Background: an optimization exercise with open tools, aiming at a short achievable clock period and few clock cycles per item. Do not read the settings as production practice. In this exercise RTL edits were held to simulation tests only and were not proved equivalent to the original. Power figures rest on the tool's default switching activity, not on a simulated workload.

**flow/run.sh**
```bash
#!/bin/bash
# synth_recipe.tcl (not shown) runs the flow's synth.tcl, then flattens the netlist and writes it again
# the make line also repeats each setting of config.mk as NAME=value (left out here)
make -C /OpenROAD-flow-scripts/flow DESIGN_CONFIG=/design/flow/config.mk WORK_HOME=/design/flow/orfs CLKGATE_MAP_FILE= SYNTH_SCRIPT=/design/flow/synth_recipe.tcl finish
```
**flow/config.mk**
```make
export PLATFORM = sky130hd
export DESIGN_NAME = bcs
export DESIGN_NICKNAME = bcs
export VERILOG_FILES = /design/flow/design.v
export SDC_FILE = /design/flow/constraint.sdc
export NUM_CORES = 4
export LEC_CHECK = 0
export CAP_MARGIN = 20
export CORE_MARGIN = 2
export CORE_UTILIZATION = 40
export PLACE_DENSITY = 0.6
export SETUP_SLACK_MARGIN = 2.5
export SLEW_MARGIN = 20
```
**flow/constraint.sdc**
```tcl
create_clock -name core_clock -period 6.0 [get_ports {clk}]
set_input_delay 1.2000 -clock core_clock [delete_from_list [all_inputs] [get_ports {clk}]]
set_output_delay 1.2000 -clock core_clock [all_outputs]
set_load 0.01 [all_outputs]
```
**flow/design.v**
```verilog
module bcs (
    input  wire       clk,
    input  wire       rst,           
    input  wire       we,
    input  wire [4:0] addr,
    input  wire [7:0] wdata,
    output reg  [7:0] rdata,
    input  wire       push_valid,
    input  wire [7:0] push_data,
    output wire       push_ready,
    output wire       pop_valid,
    output wire [7:0] pop_data,
    input  wire       pop_ready
);
    localparam [2:0] PH_IDLE     = 3'd0,
                     PH_LEN_LO   = 3'd1,
                     PH_LEN_HI   = 3'd2,
                     PH_FLAG     = 3'd3,
                     PH_PAYLOAD  = 3'd4,
                     PH_CHECKSUM = 3'd5;
    localparam [1:0] ERR_NONE     = 2'd0,
                     ERR_ILLEGAL  = 2'd1,
                     ERR_BUSY     = 2'd2,
                     ERR_OVERFLOW = 2'd3;
    reg        ovfchk;
    reg [7:0]  flag;
    reg [7:0]  namelen;
    reg [7:0]  htype;
    reg [31:0] plen;
    reg [15:0] hdlen;
    reg [15:0] hparam1;
    reg [15:0] hparam2;
    reg [7:0]  name [0:9];
    reg [1:0]  errcode;
    reg [7:0]  chk;
    reg [15:0] blen;
    reg [2:0]  phase;
    reg        op_enc;       
    reg        op_hblk;      
    reg [31:0] remain;       
    reg [4:0]  hcnt;         
    reg [7:0]  w_flag;
    reg [7:0]  hrec [0:16];  
    reg [7:0]  outbuf;
    reg        outvld;
    reg        done;
    wire busy    = (phase != PH_IDLE) || outvld;
    wire in_pay  = (phase == PH_PAYLOAD) && op_enc;
    wire inrdy   = in_pay && !outvld;
    wire [7:0] status = {phase, outvld, inrdy, (errcode != ERR_NONE), done, busy};
    wire adv = !outvld || pop_ready;
    assign push_ready = in_pay && adv;
    assign pop_valid  = outvld;
    assign pop_data   = outbuf;
    reg [7:0] packed_hdr [0:16];
    integer k;
    always @(*) begin
        packed_hdr[0] = htype;
        for (k = 0; k < 10; k = k + 1)
            packed_hdr[1 + k] = (k < namelen) ? name[k] : 8'h20;
        packed_hdr[11] = hdlen[7:0];
        packed_hdr[12] = hdlen[15:8];
        packed_hdr[13] = hparam1[7:0];
        packed_hdr[14] = hparam1[15:8];
        packed_hdr[15] = hparam2[7:0];
        packed_hdr[16] = hparam2[15:8];
    end
    wire [4:0] name_off = addr - 5'h12;
    wire [3:0] name_sel = name_off[3:0];
    always @(*) begin
        case (addr)
            5'h00: rdata = 8'h00;
            5'h01: rdata = status;
            5'h02: rdata = {6'b0, errcode};
            5'h03: rdata = {7'b0, ovfchk};
            5'h04: rdata = flag;
            5'h05: rdata = namelen;
            5'h06: rdata = htype;
            5'h08: rdata = plen[7:0];
            5'h09: rdata = plen[15:8];
            5'h0A: rdata = plen[23:16];
            5'h0B: rdata = plen[31:24];
            5'h0C: rdata = hdlen[7:0];
            5'h0D: rdata = hdlen[15:8];
            5'h0E: rdata = hparam1[7:0];
            5'h0F: rdata = hparam1[15:8];
            5'h10: rdata = hparam2[7:0];
            5'h11: rdata = hparam2[15:8];
            5'h12, 5'h13, 5'h14, 5'h15, 5'h16,
            5'h17, 5'h18, 5'h19, 5'h1A, 5'h1B:
                   rdata = name[name_sel];
            5'h1C: rdata = chk;
            5'h1D: rdata = blen[7:0];
            5'h1E: rdata = blen[15:8];
            default: rdata = 8'h00;
        endcase
    end
    wire cmd_wr      = we && (addr == 5'h00);
    wire cmd_legal   = (wdata[7:4] == 4'h0) && (wdata[3:0] <= 4'h4);
    wire plen_ovf    = ovfchk && (plen > 32'h0000_FFFD);
    wire [15:0] plen_plus2 = plen[15:0] + 16'd2;
    wire push_fire = push_valid && push_ready;
    always @(posedge clk) begin
        if (rst) begin
            ovfchk  <= 1'b0;
            flag    <= 8'h00;
            namelen <= 8'd5;
            htype   <= 8'h00;
            plen    <= 32'h0;
            hdlen   <= 16'h0;
            hparam1 <= 16'h0;
            hparam2 <= 16'h0;
            name[0] <= 8'h48;    
            name[1] <= 8'h45;    
            name[2] <= 8'h4C;    
            name[3] <= 8'h4C;    
            name[4] <= 8'h4F;    
            name[5] <= 8'h00;
            name[6] <= 8'h00;
            name[7] <= 8'h00;
            name[8] <= 8'h00;
            name[9] <= 8'h00;
        end else if (we) begin
            case (addr)
                5'h03: ovfchk        <= wdata[0];
                5'h04: flag          <= wdata;
                5'h05: namelen       <= wdata;
                5'h06: htype         <= wdata;
                5'h08: plen[7:0]     <= wdata;
                5'h09: plen[15:8]    <= wdata;
                5'h0A: plen[23:16]   <= wdata;
                5'h0B: plen[31:24]   <= wdata;
                5'h0C: hdlen[7:0]    <= wdata;
                5'h0D: hdlen[15:8]   <= wdata;
                5'h0E: hparam1[7:0]  <= wdata;
                5'h0F: hparam1[15:8] <= wdata;
                5'h10: hparam2[7:0]  <= wdata;
                5'h11: hparam2[15:8] <= wdata;
                5'h12, 5'h13, 5'h14, 5'h15, 5'h16,
                5'h17, 5'h18, 5'h19, 5'h1A, 5'h1B:
                       name[name_sel] <= wdata;
                default: ;
            endcase
        end
    end
    always @(posedge clk) begin
        if (rst) begin
            errcode <= ERR_NONE;
            chk     <= 8'h00;
            blen    <= 16'h0;
            phase   <= PH_IDLE;
            op_enc  <= 1'b0;
            op_hblk <= 1'b0;
            remain  <= 32'h0;
            hcnt    <= 5'd0;
            w_flag  <= 8'h00;
            for (k = 0; k < 17; k = k + 1)
                hrec[k] <= 8'h00;
            outbuf  <= 8'h00;
            outvld  <= 1'b0;
            done    <= 1'b0;
        end else begin
            if (adv) begin
                outvld <= 1'b0;
                case (phase)
                    PH_LEN_HI: begin
                        outbuf <= blen[15:8];
                        outvld <= 1'b1;
                        phase  <= PH_FLAG;
                    end
                    PH_FLAG: begin
                        outbuf <= w_flag;
                        outvld <= 1'b1;
                        chk    <= w_flag;
                        if (op_enc && remain == 32'h0)
                            phase <= PH_CHECKSUM;
                        else
                            phase <= PH_PAYLOAD;
                    end
                    PH_PAYLOAD: begin
                        if (op_enc) begin
                            if (push_valid) begin
                                outbuf <= push_data;
                                outvld <= 1'b1;
                                chk    <= chk ^ push_data;
                                remain <= remain - 32'd1;
                                if (remain == 32'd1)
                                    phase <= PH_CHECKSUM;
                            end
                        end else begin
                            outbuf <= hrec[0];
                            outvld <= 1'b1;
                            chk    <= chk ^ hrec[0];
                            for (k = 0; k < 16; k = k + 1)
                                hrec[k] <= hrec[k + 1];
                            hcnt   <= hcnt - 5'd1;
                            if (hcnt == 5'd1) begin
                                if (op_hblk) begin
                                    phase <= PH_CHECKSUM;
                                end else begin
                                    phase <= PH_IDLE;
                                    done  <= 1'b1;
                                end
                            end
                        end
                    end
                    PH_CHECKSUM: begin
                        outbuf <= chk;
                        outvld <= 1'b1;
                        phase  <= PH_IDLE;
                        done   <= 1'b1;
                    end
                    default: ;
                endcase
            end
            if (cmd_wr) begin
                if (busy) begin
                    errcode <= ERR_BUSY;
                end else if (!cmd_legal) begin
                    errcode <= ERR_ILLEGAL;
                end else begin
                    case (wdata[2:0])
                        3'd1: begin  
                            if (plen_ovf) begin
                                errcode <= ERR_OVERFLOW;
                            end else begin
                                op_enc  <= 1'b1;
                                op_hblk <= 1'b0;
                                w_flag  <= flag;
                                remain  <= plen;
                                blen    <= plen_plus2;
                                chk     <= 8'h00;
                                done    <= 1'b0;
                                outbuf  <= plen_plus2[7:0];
                                outvld  <= 1'b1;
                                phase   <= PH_LEN_HI;
                            end
                        end
                        3'd2: begin  
                            op_enc  <= 1'b0;
                            op_hblk <= 1'b0;
                            for (k = 0; k < 16; k = k + 1)
                                hrec[k] <= packed_hdr[k + 1];
                            hcnt    <= 5'd16;
                            chk     <= packed_hdr[0];
                            done    <= 1'b0;
                            outbuf  <= packed_hdr[0];
                            outvld  <= 1'b1;
                            phase   <= PH_PAYLOAD;
                        end
                        3'd3: begin  
                            op_enc  <= 1'b0;
                            op_hblk <= 1'b1;
                            for (k = 0; k < 17; k = k + 1)
                                hrec[k] <= packed_hdr[k];
                            hcnt    <= 5'd17;
                            w_flag  <= 8'h00;
                            blen    <= 16'd19;
                            chk     <= 8'h00;
                            done    <= 1'b0;
                            outbuf  <= 8'h13;
                            outvld  <= 1'b1;
                            phase   <= PH_LEN_HI;
                        end
                        3'd4: begin  
                            errcode <= ERR_NONE;
                            done    <= 1'b0;
                        end
                        default: ;  
                    endcase
                end
            end
        end
    end
endmodule
```
==> results of run 1 <==
## state kept, by name, summed over array words and instances (netlist names), 2 cells and up
| register | cells |
|---|---|
| hrec | 136 |
| name | 128 |
| plen | 32 |
| remain | 32 |
| blen | 16 |
| hdlen | 16 |
| hparam1 | 16 |
| hparam2 | 16 |
| chk | 8 |
| flag | 8 |
| htype | 8 |
| namelen | 8 |
| outbuf | 8 |
| w_flag | 8 |
| hcnt | 5 |
| phase | 3 |
| errcode | 2 |
## path summary, 6_finish.rpt
check	from	end	slack [ps]	depth (start not counted)
worst max-delay path	addr[1]	rdata[7]	1860	8
worst min-delay path	hrec[16][4]$_SDFFE_PP0P_	hrec[16][4]$_SDFFE_PP0P_	460	2
worst max register to register	plen[7]$_SDFFE_PP0P_	remain[18]$_SDFF_PP0_	2830	7
worst min register to register	hrec[16][4]$_SDFFE_PP0P_	hrec[16][4]$_SDFFE_PP0P_	460	2
## logic make-up after synthesis
family          after synthesis  share of synthesized area (%)
compound gates              531                           16.2
xor+xnor                     50                           1.98
fa+ha+maj                     6                          0.340
buf+inv                     204                           3.85
flops                       455                           47.1
mux                         177                           10.3
simple gates                971                           20.2
## stage by stage
stage | hold slack, ps | utilization, %
floorplan | 431 | -
finish | 455 | 47.1
detailed placement | 448 | 42.2
CTS | 455 | 46.8
global route | 468 | 47.0
global placement | 440 | 42.2
## per-layer routing
layer  part of all wire (%)  GRT usage [%]
met1                     41           42.2
met2                     44           46.7
met3                     10           7.75
met4                    4.6           13.3
met5                  0.054              0
## critical path, stage by stage
cell and delay, ps:
buf_16 120, inv_8 40, ha_4 170, xor2_4 180
buf_6 160, mux4_2 540, a211o_1 360, buf_2 170
## area by class of cell
type,instances,area (um^2),area share [%]
timing repair buffer,133,1460,5.64
sequential,455,10400,40.2
multi-input combinational,1735,11200,43.3
tap,704,881,3.41
inverter,28,119,0.460
antenna,1,2.50,0.00969
clock buffer,69,1400,5.43
clock inverter,21,398,1.54
## cell usage after synthesis (6+ instances only)
library cell	n
nand3b_1	8
nand3_1	62
a31oi_1	10
nor2_1	329
mux2i_1	136
and2_1	8
and3_1	20
a31o_2	6
nand2b_1	14
nor3_1	26
a221oi_1	63
nand4_1	20
nor2b_1	15
ha_1	6
a22oi_1	85
xnor2_1	36
a211oi_1	40
buf_2	40
or2_2	8
o22ai_1	28
and4_1	6
clkbuf_1	120
inv_1	26
a32oi_1	10
nor4_1	20
dfxtp_1	327
xor2_1	14
mux4_2	40
a221o_1	14
o21ai_0	34
buf_1	9
nand2_1	369
nor3b_1	11
a21oi_1	193
edfxtp_1	128
## power by group through the flow
stage | clock, mW | sequential (mW) | combinational (mW)
2_1_floorplan | 0 | 3.28 | 0.198
3_3_place_gp | 0 | 3.32 | 0.312
3_5_place_dp | 0 | 3.32 | 0.316
4_1_cts | 3.41 | 3.25 | 0.367
5_1_grt | 3.53 | 3.26 | 0.392
6_report | 3.37 | 3.26 | 0.381
## timing repair
item                                    4_1_cts  5_1_grt
buffers inserted                             27        6
endpoints found under the setup margin      278       98
hold buffers                                  0        0
gates resized for setup                     153       13
gates cloned                                  8        0
pin swaps                                    27       12
==> run notes, run 1 <==
CORE AREA - 54,900 um^2
Int Pwr - 5.37 mW
Async set-or-reset flop fraction in the synthesized netlist - 0%
Status - complete, no violations
Vias - 20,000
Pwr Total - 7.01 mW
Pin count of the biggest net entering global routing - 106
Final ANT Viol Nets - 0
Initial cell density of the core - 40.2%
Cts bufs inserted - 50
Clk slew on worst S/H paths - 60 ps
Worst vdd ir - 0.210 mV
Drt total wl - 89,700 um
Synth area leader - dfxtp_1
Drt first-iter violations - 2,317
Clock Path Buffers - 3
Number of global-route vias before repair - 19,100
Min-Delay Path Class - register to register
Max FO, Critical Path - 6
Wirelength per Cell - 28.5 um
Fin cells - 3,146
TritonCTS Sinks - 455
RSZ-0062 raised after global routing - true
Synth Cell Area - 22,100 um^2
Worst-skew pair later-pin latency - 640 ps
Max-slew headroom - 28.5%
I/O pins - 44
Worst-Margin Slew - 1070 ps
Startpoint Class - input pin
Clock network fraction of total power - 48.1%
Die Y - 239 um
Fmax - 241 MHz
# DRC - 0
Tmin final - 4140 ps
Power density cells - 272 nW/um^2
RePlAce Congestion - 0.973
DP Worst Slack - 518 ps
Detail Placement HPWL - 62,300 um
Final Cycle Share - 69.0%
Leak Pwr - 9.38 nW
Maxcap violations - 0
Final setup violating endpoints - 0
Post-synthesis register bit count - 455
Placed inst area - 23,200 um^2
Commonest non-fill, non-tap cell in the layout - nand2_1
Worst path required time - 4800 ps
Synth top area cells - dfxtp_1 (30%), edfxtp_1 (17%), nand2_1 (6.3%), mux2i_1 (6.2%), nor2_1 (5.6%)
Ys flop type - dfxtp_1
Share of cells above drive strength 1 - 13.5%
Top cell type's share of synthesized area - 29.6%
Clk root buf - clkbuf_16
Sw Pwr - 1.64 mW
Post-Syn Nets - 2,426
Worst setup EP type - primary output
GRT overflow - 0
Area Overhead vs Synth - 16.9%
Total GRT Usage - 31.0%
Most frequent cells in the layout - nand2_1 (365), dfxtp_1 (326), nor2_1 (318), a21oi_1 (192), mux2i_1 (136)
Drt pass-1 iters - 8
Mapped Cells - 2,394
Hold Vio Cnt, Final - 0
Clk_skew - 37.9 ps
CTS tree - done
Post-synth EDFFs - 128
Die Area - 57,100 um^2
Gate power share - 5.4%
Yosys warns - 3
Final TNS setup - 0 ps
First-pass GRT wire length - 130,000 um
I/O Buffers - 43
Sequential element share of the synthesized area - 47.1%
Site Rows - 86
CTS H-tree depth - 2
Slack of the critical path - 1860 ps
Layout fillers - 5,227
Via density - 6.37
Sequential share of power - 46.5%
Crit Path Class - input pin to primary output
Final Slew Violations - 0
Synth unique cells - 85
Sw frac - 23.4%
Net total in the final layout - 2,435
Placed cell count - 3,014
Syn Area/Cell - 9.22 um^2
Arrival @ worst endpoint - 2940 ps
Die width - 239 um
Initial antenna violation count - 5
Final Cell Area - 25,800 um^2
Testbench counts, summed over its fixed seeds: cycles 47,101, bytes 46,188.
==> inputs of run 2 (changes only) <==
--- a/flow/config.mk
+++ b/flow/config.mk
@@ -5,9 +5,10 @@
 export SDC_FILE = /design/flow/constraint.sdc
 export NUM_CORES = 4
 export LEC_CHECK = 0
+export ABC_CLOCK_PERIOD_IN_PS = 2000
 export CAP_MARGIN = 20
 export CORE_MARGIN = 2
 export CORE_UTILIZATION = 40
 export PLACE_DENSITY = 0.6
-export SETUP_SLACK_MARGIN = 2.5
+export SETUP_SLACK_MARGIN = 3.5
 export SLEW_MARGIN = 20
==> run notes, run 2 <==
Vias - 21,100 (was 20,000)
Post-synth EDFFs - 128 (unchanged)
Synth Cell Area - 22,100 um^2 (unchanged)
Initial antenna violation count - 2 (was 5)
Crit Path Class - input pin to primary output (unchanged)
Slack of the critical path - 1740 ps (was 1860 ps)
Placed cell count - 3,009 (was 3,014)
CORE AREA - 54,900 um^2 (unchanged)
Drt pass-1 iters - 6 (was 8)
Synth Area in Compound Gates - 16.2% (unchanged)
Total GRT Usage - 33.0% (was 31.0%)
Top-count cell post-synth - nand2_1 (unchanged)
GRT overflow - 0 (unchanged)
Worst vdd ir - 0.245 mV (was 0.210 mV)
Initial cell density of the core - 40.2% (unchanged)
RSZ-0062 raised after global routing - true (unchanged)
Detail Placement HPWL - 60,500 um (was 62,300 um)
Max reg flops - 136 (unchanged)
Drt total wl - 99,200 um (was 89,700 um)
I/O Buffers - 43 (unchanged)
Synth unique cells - 85 (unchanged)
Synth area leader - dfxtp_1 (unchanged)
CTS H-tree depth - 2 (unchanged)
Startpoint Class - input pin (unchanged)
Final Cycle Share - 71.0% (was 69.0%)
Die width - 239 um (unchanged)
Hold Vio Cnt, Final - 0 (unchanged)
Final TNS setup - 0 ps (unchanged)
Ys flop type - dfxtp_1 (unchanged)
Worst setup EP type - primary output (unchanged)
Yosys warns - 3 (unchanged)
Placed inst area - 23,700 um^2 (was 23,200 um^2)
Clk slew on worst S/H paths - 60 ps (about the same)
Top post-synthesis cells by count - nand2_1 (369), nor2_1 (329), dfxtp_1 (327) (unchanged)
Wirelength per Cell - 30.2 um (was 28.5 um)
Fin cells - 3,283 (was 3,146)
XOR/XNOR share of the synthesized area - 1.98% (unchanged)
Drt first-iter violations - 2,742 (was 2,317)
Sequential element share of the synthesized area - 47.1% (unchanged)
Hold Buf Count CTS - 0 (unchanged)
Final setup violating endpoints - 0 (unchanged)
I/O pins - 44 (unchanged)
Clk root buf - clkbuf_16 (unchanged)
Commonest non-fill, non-tap cell in the layout - nand2_1 (unchanged)
DP Worst Slack - 614 ps (was 518 ps)
Post-synthesis register bit count - 455 (unchanged)
Async set-or-reset flop fraction in the synthesized netlist - 0% (unchanged)
Synth Area in Simple Gates - 20.2% (unchanged)
Post-Syn Nets - 2,426 (unchanged)
Largest family of logic cells by synthesized area - simple AND/OR/NAND/NOR gates (unchanged)
Top cell type's share of synthesized area - 29.6% (unchanged)
Area Overhead vs Synth - 31.5% (was 16.9%)
Worst-Margin Slew - 1080 ps (was 1070 ps)
Syn Area/Cell - 9.22 um^2 (unchanged)
Worst path required time - 4800 ps (about the same)
Final ANT Viol Nets - 0 (unchanged)
Clk_skew - 22.2 ps (was 37.9 ps)
# DRC - 0 (unchanged)
Min-Delay Path Class - register to register (unchanged)
First-pass GRT wire length - 138,000 um (was 130,000 um)
Share of cells above drive strength 1 - 23.8% (was 13.5%)
CTS tree - done (unchanged)
Tmin final - 4260 ps (was 4140 ps)
Worst-skew pair later-pin latency - 600 ps (was 640 ps)
Status - complete, no violations (unchanged)
Top flop regs - hrec x136, name x128 (unchanged)
Maxcap violations - 0 (unchanged)
Synth top area cells - dfxtp_1 (30%), edfxtp_1 (17%), nand2_1 (6.3%), mux2i_1 (6.2%), nor2_1 (5.6%) (unchanged)
Via density - 6.44 (was 6.37)
Net total in the final layout - 2,573 (was 2,435)
Mapped Cells - 2,394 (unchanged)
Fmax - 235 MHz (was 241 MHz)
Pin count of the biggest net entering global routing - 113 (was 106)
RePlAce Congestion - 0.934 (was 0.973)
Final Util - 52.9% (was 47.1%)
Most frequent cells in the layout - nand2_1 (326), dfxtp_1 (322), nor2_1 (308), a21oi_1 (190), mux2i_1 (136) (was nand2_1 (365), dfxtp_1 (326), nor2_1 (318), a21oi_1 (192), mux2i_1 (136))
Power density cells - 233 nW/um^2 (was 272 nW/um^2)
Die Area - 57,100 um^2 (unchanged)
Max FO, Critical Path - 6 (unchanged)
Post-synthesis mux area share - 10.3% (unchanged)
Adder-cell share of the synthesized area - 0.340% (unchanged)
Number of global-route vias before repair - 20,000 (was 19,100)
Leak Pwr - 10.7 nW (was 9.38 nW)
Layout fillers - 4,828 (was 5,227)
Cts bufs inserted - 50 (unchanged)
Clock Path Buffers - 3 (unchanged)
Arrival @ worst endpoint - 3060 ps (was 2940 ps)
Final Cell Area - 29,000 um^2 (was 25,800 um^2)
Die Y - 239 um (unchanged)
Reg with most FFs - hrec (unchanged)
Final Slew Violations - 0 (unchanged)
Max-slew headroom - 27.9% (was 28.5%)
Site Rows - 86 (unchanged)
TritonCTS Sinks - 455 (unchanged)
[run 2: cell counts after synthesis]
Identical to the previous run, type by type.
[run 2: repair_timing]
item / CTS / global route
setup endpoints to repair: 600 / 472
gates resized for setup: 329 / 90
setup buffers: 97 / 35
pin swaps: 47 / 37
gates cloned: 36 / 16
[run 2: worst paths after layout]
check | start | endpoint | slack, ps | depth (start not counted)
hold reg to reg | hrec[16][1]$_SDFFE_PP0P_ | hrec[16][1]$_SDFFE_PP0P_ | 450 | 2
setup reg to reg | namelen[5]$_SDFFE_PP0P_ | hrec[1][7]$_SDFF_PP0_ | 3400 | 5
setup / recovery | addr[1] | rdata[1] | 1740 | 7
hold / removal | hrec[16][1]$_SDFFE_PP0P_ | hrec[16][1]$_SDFFE_PP0P_ | 450 | 2
[run 2: layout make-up]
| cell class | instances | area [um^2] | share of cell area [%] |
|---|---|---|---|
| antenna | 2 | 5.00 | 0.0172 |
| clock buffer | 71 | 1400 | 4.83 |
| clock inverter | 17 | 166 | 0.573 |
| inverter | 28 | 143 | 0.491 |
| multi-input combinational | 1748 | 12500 | 43.1 |
| sequential | 455 | 10400 | 35.8 |
| tap | 704 | 881 | 3.03 |
| timing repair buffer | 258 | 3520 | 12.1 |
[run 2: cell families (layout without fill, tap and decap cells)]
| group | count (synthesis) | count (layout) |
|---|---|---|
| buffers and inverters | 204 | 374 |
| XOR/XNOR | 50 | 51 |
| multiplexers | 177 | 177 |
| adder cells (fa/ha/maj) | 6 | 6 |
| AO/OA/AOI/OAI | 531 | 532 |
| flip-flops | 455 | 455 |
| AND/OR/NAND/NOR | 971 | 982 |
| other | 0 | 2 |
[run 2: routing by layer]
| metal | share of wire [%] | global-route usage (%) |
|---|---|---|
| met1 | 38 | 41.9 |
| met2 | 46 | 53.2 |
| met3 | 9.8 | 6.12 |
| met4 | 6.4 | 17.8 |
| met5 | 0 | 0 |
[run 2: power breakdown]
group	total [mW]	switching, mW	internal (mW)
clock network	3.04	1.29	1.75
registers	3.26	0.0712	3.19
logic	0.477	0.289	0.188
total	6.78	1.65	5.13
[run 2: stage by stage]
| stage | total power [mW] | hold slack (ps) |
|---|---|---|
| floorplan | 3.51 | 431 |
| global placement | 3.66 | 439 |
| detailed placement | 3.66 | 447 |
| CTS | 6.74 | 455 |
| global route | 6.92 | 477 |
| finish | 6.78 | 454 |
[run 2: worst max-delay path, stage by stage]
cell and delay (ps):
buf_16 120, buf_12 140, buf_16 140, mux4_2 300
mux4_2 560, a211o_1 410, buf_2 180
==> inputs of run 3 (changes only) <==
--- a/flow/design.v
+++ b/flow/design.v
@@ -65,35 +65,44 @@
         packed_hdr[15] = hparam2[7:0];
         packed_hdr[16] = hparam2[15:8];
     end
-    wire [4:0] name_off = addr - 5'h12;
-    wire [3:0] name_sel = name_off[3:0];
+    reg [31:0] rsel;
     always @(*) begin
-        case (addr)
-            5'h00: rdata = 8'h00;
-            5'h01: rdata = status;
-            5'h02: rdata = {6'b0, errcode};
-            5'h03: rdata = {7'b0, ovfchk};
-            5'h04: rdata = flag;
-            5'h05: rdata = namelen;
-            5'h06: rdata = htype;
-            5'h08: rdata = plen[7:0];
-            5'h09: rdata = plen[15:8];
-            5'h0A: rdata = plen[23:16];
-            5'h0B: rdata = plen[31:24];
-            5'h0C: rdata = hdlen[7:0];
-            5'h0D: rdata = hdlen[15:8];
-            5'h0E: rdata = hparam1[7:0];
-            5'h0F: rdata = hparam1[15:8];
-            5'h10: rdata = hparam2[7:0];
-            5'h11: rdata = hparam2[15:8];
-            5'h12, 5'h13, 5'h14, 5'h15, 5'h16,
-            5'h17, 5'h18, 5'h19, 5'h1A, 5'h1B:
-                   rdata = name[name_sel];
-            5'h1C: rdata = chk;
-            5'h1D: rdata = blen[7:0];
-            5'h1E: rdata = blen[15:8];
-            default: rdata = 8'h00;
-        endcase
+        for (k = 0; k < 32; k = k + 1)
+            rsel[k] = (addr == k[4:0]);
+    end
+    wire [7:0] rd_src [0:31];
+    assign rd_src[5'h00] = 8'h00;
+    assign rd_src[5'h01] = status;
+    assign rd_src[5'h02] = {6'b0, errcode};
+    assign rd_src[5'h03] = {7'b0, ovfchk};
+    assign rd_src[5'h04] = flag;
+    assign rd_src[5'h05] = namelen;
+    assign rd_src[5'h06] = htype;
+    assign rd_src[5'h07] = 8'h00;
+    assign rd_src[5'h08] = plen[7:0];
+    assign rd_src[5'h09] = plen[15:8];
+    assign rd_src[5'h0A] = plen[23:16];
+    assign rd_src[5'h0B] = plen[31:24];
+    assign rd_src[5'h0C] = hdlen[7:0];
+    assign rd_src[5'h0D] = hdlen[15:8];
+    assign rd_src[5'h0E] = hparam1[7:0];
+    assign rd_src[5'h0F] = hparam1[15:8];
+    assign rd_src[5'h10] = hparam2[7:0];
+    assign rd_src[5'h11] = hparam2[15:8];
+    genvar g;
+    generate
+        for (g = 0; g < 10; g = g + 1) begin : g_rd_name
+            assign rd_src[5'h12 + g] = name[g];
+        end
+    endgenerate
+    assign rd_src[5'h1C] = chk;
+    assign rd_src[5'h1D] = blen[7:0];
+    assign rd_src[5'h1E] = blen[15:8];
+    assign rd_src[5'h1F] = 8'h00;
+    always @(*) begin
+        rdata = 8'h00;
+        for (k = 0; k < 32; k = k + 1)
+            rdata = rdata | ({8{rsel[k]}} & rd_src[k]);
     end
     wire cmd_wr      = we && (addr == 5'h00);
     wire cmd_legal   = (wdata[7:4] == 4'h0) && (wdata[3:0] <= 4'h4);
@@ -136,9 +145,16 @@
                 5'h0F: hparam1[15:8] <= wdata;
                 5'h10: hparam2[7:0]  <= wdata;
                 5'h11: hparam2[15:8] <= wdata;
-                5'h12, 5'h13, 5'h14, 5'h15, 5'h16,
-                5'h17, 5'h18, 5'h19, 5'h1A, 5'h1B:
-                       name[name_sel] <= wdata;
+                5'h12: name[0] <= wdata;
+                5'h13: name[1] <= wdata;
+                5'h14: name[2] <= wdata;
+                5'h15: name[3] <= wdata;
+                5'h16: name[4] <= wdata;
+                5'h17: name[5] <= wdata;
+                5'h18: name[6] <= wdata;
+                5'h19: name[7] <= wdata;
+                5'h1A: name[8] <= wdata;
+                5'h1B: name[9] <= wdata;
                 default: ;
             endcase
         end
==> flow/config.mk (replaced) <==
export PLATFORM = sky130hd
export DESIGN_NAME = bcs
export DESIGN_NICKNAME = bcs
export VERILOG_FILES = /design/flow/design.v
export SDC_FILE = /design/flow/constraint.sdc
export NUM_CORES = 4
export LEC_CHECK = 0
export CAP_MARGIN = 20
export CORE_MARGIN = 2
export CORE_UTILIZATION = 40
export PLACE_DENSITY = 0.6
export SETUP_SLACK_MARGIN = 2.5
export SLEW_MARGIN = 20
==> run notes, run 3 <==
Crit Path Class - input pin to primary output (unchanged)
Post-Syn Nets - 2,507 (was 2,426)
Max reg flops - 136 (unchanged)
Die width - 232 um (was 239 um)
Final TNS setup - 0 ps (unchanged)
Synth area leader - dfxtp_1 (unchanged)
Startpoint Class - input pin (unchanged)
Pin count of the biggest net entering global routing - 121 (was 113)
CTS H-tree depth - 2 (unchanged)
Top post-synthesis cells by count - dfxtp_1 (407), nor2_1 (297), nand2_1 (279) (was nand2_1 (369), nor2_1 (329), dfxtp_1 (327))
Layout fillers - 5,007 (was 4,828)
Register Area - 8150 um^2 (was 10,400 um^2)
Fmax - 229 MHz (was 235 MHz)
Total GRT Usage - 34.5% (was 33.0%)
Clock Path Buffers - 3 (unchanged)
Net total in the final layout - 2,542 (was 2,573)
CP max-delay cell - or4_4 (was mux4_2)
Min-Delay Path Class - register to register (unchanged)
CP max stage delay - 590 ps (was 560 ps)
Cells along the critical path - buf_12 > buf_16 > and3b_2 > buf_6 > and2_4 > a22oi_2 > nand4_1 > or4_4 > buf_6 (was buf_16 > buf_12 > buf_16 > mux4_2 > mux4_2 > a211o_1 > buf_2)
Reg with most FFs - hrec (unchanged)
Drt total wl - 95,300 um (was 99,200 um)
Number of global-route vias before repair - 19,400 (was 20,000)
Final ANT Viol Nets - 0 (unchanged)
Post-synth EDFFs - 0 (was 128)
GRT overflow - 0 (unchanged)
Worst-skew pair later-pin latency - 610 ps (was 600 ps)
# DRC - 0 (unchanged)
I/O Buffers - 43 (unchanged)
Initial cell density of the core - 40.6% (was 40.2%)
Final Cell Area - 24,900 um^2 (was 29,000 um^2)
Clk slew on worst S/H paths - 60 ps (about the same)
Most frequent cells in the layout - dfxtp_1 (406), nor2_1 (279), nand2_1 (276), mux2i_1 (204), a21oi_1 (158) (was nand2_1 (326), dfxtp_1 (322), nor2_1 (308), a21oi_1 (190), mux2i_1 (136))
Syn Area/Cell - 8.43 um^2 (was 9.22 um^2)
RePlAce Congestion - 1.00 (was 0.934)
Max-slew headroom - 28.5% (was 27.9%)
Slack of the critical path - 1630 ps (was 1740 ps)
Hold Vio Cnt, Final - 0 (unchanged)
DP Worst Slack - 302 ps (was 614 ps)
Synth top area cells - dfxtp_1 (39%), mux2i_1 (9.8%), nor2_1 (5.3%), nand2_1 (5.0%), a21oi_1 (3.8%) (was dfxtp_1 (30%), edfxtp_1 (17%), nand2_1 (6.3%), mux2i_1 (6.2%), nor2_1 (5.6%))
Post-synthesis register bit count - 407 (was 455)
Placed inst area - 22,200 um^2 (was 23,700 um^2)
Maxcap violations - 0 (unchanged)
Worst vdd ir - 0.184 mV (was 0.245 mV)
Die Y - 232 um (was 239 um)
Worst-Margin Slew - 1070 ps (was 1080 ps)
Clk root buf - clkbuf_16 (unchanged)
Top flop regs - hrec x136, name x80 (was hrec x136, name x128)
Max FO, Critical Path - 4 (was 6)
Area Overhead vs Synth - 19.2% (was 31.5%)
Sequential element share of the synthesized area - 39.1% (was 47.1%)
Power density cells - 240 nW/um^2 (was 233 nW/um^2)
Site Rows - 83 (was 86)
Clk_skew - 28.1 ps (was 22.2 ps)
Initial antenna violation count - 2 (unchanged)
Most used cell along the critical path - buf_6
Drt pass-1 iters - 7 (was 6)
CORE AREA - 51,400 um^2 (was 54,900 um^2)
CTS tree - done (unchanged)
First-pass GRT wire length - 137,000 um (was 138,000 um)
Tmin final - 4370 ps (was 4260 ps)
Die Area - 54,000 um^2 (was 57,100 um^2)
Status - complete, no violations (unchanged)
Worst setup EP type - primary output (unchanged)
Top cell type's share of synthesized area - 39.1% (was 29.6%)
Placed cell count - 3,073 (was 3,009)
Worst path required time - 4800 ps (about the same)
Final Slew Violations - 0 (unchanged)
Final Cycle Share - 72.8% (was 71.0%)
Yosys warns - 4 (was 3)
Detail Placement HPWL - 66,900 um (was 60,500 um)
Fin cells - 3,226 (was 3,283)
Drt first-iter violations - 2,455 (was 2,742)
Multi-input gate area - 12,400 um^2 (was 12,500 um^2)
Final setup violating endpoints - 0 (unchanged)
I/O pins - 44 (unchanged)
RSZ-0062 raised after global routing - true (unchanged)
TritonCTS Sinks - 407 (was 455)
Wirelength per Cell - 29.5 um (was 30.2 um)
Via density - 6.45 (was 6.44)
Cts bufs inserted - 46 (was 50)
Vias - 20,800 (was 21,100)
Top-count cell post-synth - dfxtp_1 (was nand2_1)
Commonest non-fill, non-tap cell in the layout - dfxtp_1 (was nand2_1)
Leak Pwr - 9.83 nW (was 10.7 nW)
Mapped Cells - 2,476 (was 2,394)
Synth Cell Area - 20,900 um^2 (was 22,100 um^2)
Async set-or-reset flop fraction in the synthesized netlist - 0% (unchanged)
Synth unique cells - 82 (was 85)
Arrival @ worst endpoint - 3170 ps (was 3060 ps)
Share of cells above drive strength 1 - 16.4% (was 23.8%)
Ys flop type - dfxtp_1 (unchanged)
R2R Setup Slk - 2830 ps (was 3400 ps)
Final hold slack - 454 ps (about the same)
[run 3: cell types whose count changed after synthesis, moves of 43 or more]
cell | previous run | this run
mux2_2 | 1 | 68
clkbuf_1 | 120 | 169
dfxtp_1 | 327 | 407
edfxtp_1 | 128 | 0
a221oi_1 | 63 | 9
nand2_1 | 369 | 279
mux2i_1 | 136 | 205
a32oi_1 | 10 | 53
[run 3: metrics by stage]
step	power (mW)	util (%)
2_1_floorplan	2.97	-
3_3_place_gp	3.11	43.1
3_5_place_dp	3.11	43.2
4_1_cts	5.99	48.1
5_1_grt	6.13	48.4
6_report	5.98	48.4
[run 3: layout make-up]
type | instances | share of cell area (%)
multi-input combinational | 1848 | 49.7
sequential | 407 | 32.8
timing repair buffer | 189 | 7.79
clock buffer | 70 | 5.40
tap | 680 | 3.42
clock inverter | 11 | 0.629
inverter | 19 | 0.292
antenna | 2 | 0.0201
[run 3: worst max-delay path, delay by kind of cell]
kind | cells | cell delay, ps
and+or+nand+nor | 4 | 1290
buffers and inverters | 4 | 520
AOI/OAI and AO/OA | 1 | 150
[run 3: layer usage]
layer | global-route usage (%) | wire [um]
met5 | 0 | 13
met4 | 15.7 | 4600
met3 | 5.29 | 7570
met2 | 52.9 | 41700
met1 | 47.6 | 41400
[run 3: power breakdown]
part	switching, mW	total [mW]	internal (mW)
logic	0.256	0.391	0.135
registers	0.0226	2.73	2.71
clock network	1.18	2.85	1.67
total	1.46	5.98	4.52
[run 3: what timing repair did]
item	CTS	global route
endpoints found under the hold margin	0	0
hold buffers	0	0
resized for setup	164	27
pin swaps	39	26
buffers inserted	57	4
gates cloned	6	2
endpoints found under the setup margin	229	55
[run 3: worst paths after layout]
check,cells after the start,to,start
max,9,rdata[4],addr[2]
min,2,hrec[16][1]$_SDFFE_PP0P_,hrec[16][1]$_SDFFE_PP0P_
max reg2reg,7,hrec[5][4]$_SDFF_PP0_,phase[0]$_SDFF_PP0_
min reg2reg,2,hrec[16][1]$_SDFFE_PP0P_,hrec[16][1]$_SDFFE_PP0P_
[run 3: kinds of logic after synthesis]
group,share of synthesized area [%]
AOI/OAI and AO/OA,20.2
xor gates and xnor gates,1.85
adders and majority gates,0.300
buffers and inverters,4.12
DFF,39.1
muxes,13.5
and+or+nand+nor,20.9
Testbench counts of run 3, summed over its fixed seeds: cycles 47,101, bytes 46,188.

==> separate check: timing with driven ports <==
Ports are ideal in the flow. The routed layouts listed here were re-timed in OpenROAD. Step 1 assumes that a clkbuf_16 drives the clock port and a buf_2 every other input. Step 2 moves the port delays by t, midway between the first and last clock arrival at a register: inputs arrive t later, outputs are due t later. That takes back most of the time a late clock gives input paths. Slacks: ideal ports / drivers / drivers and shift; pairs: ideal ports / drivers.
run	t (ns)	slack for setup (ns)	hold WS [ns]	worst slew at a driven data input, ns
run 1	0.674	1.858 / 1.484 / 1.484	0.455 / 0.455 / 0.455	0.45
run 2	0.651	1.740 / 1.459 / 1.459	0.454 / 0.454 / 0.454	0.33
run 3	0.657	1.632 / 1.539 / 1.539	0.454 / 0.454 / 0.454	0.19
After both steps setup and hold are still met in every run listed. For run 1, which loses most, drivers alone change the setup slack by -0.374 ns; drivers and shift together by -0.374 ns.
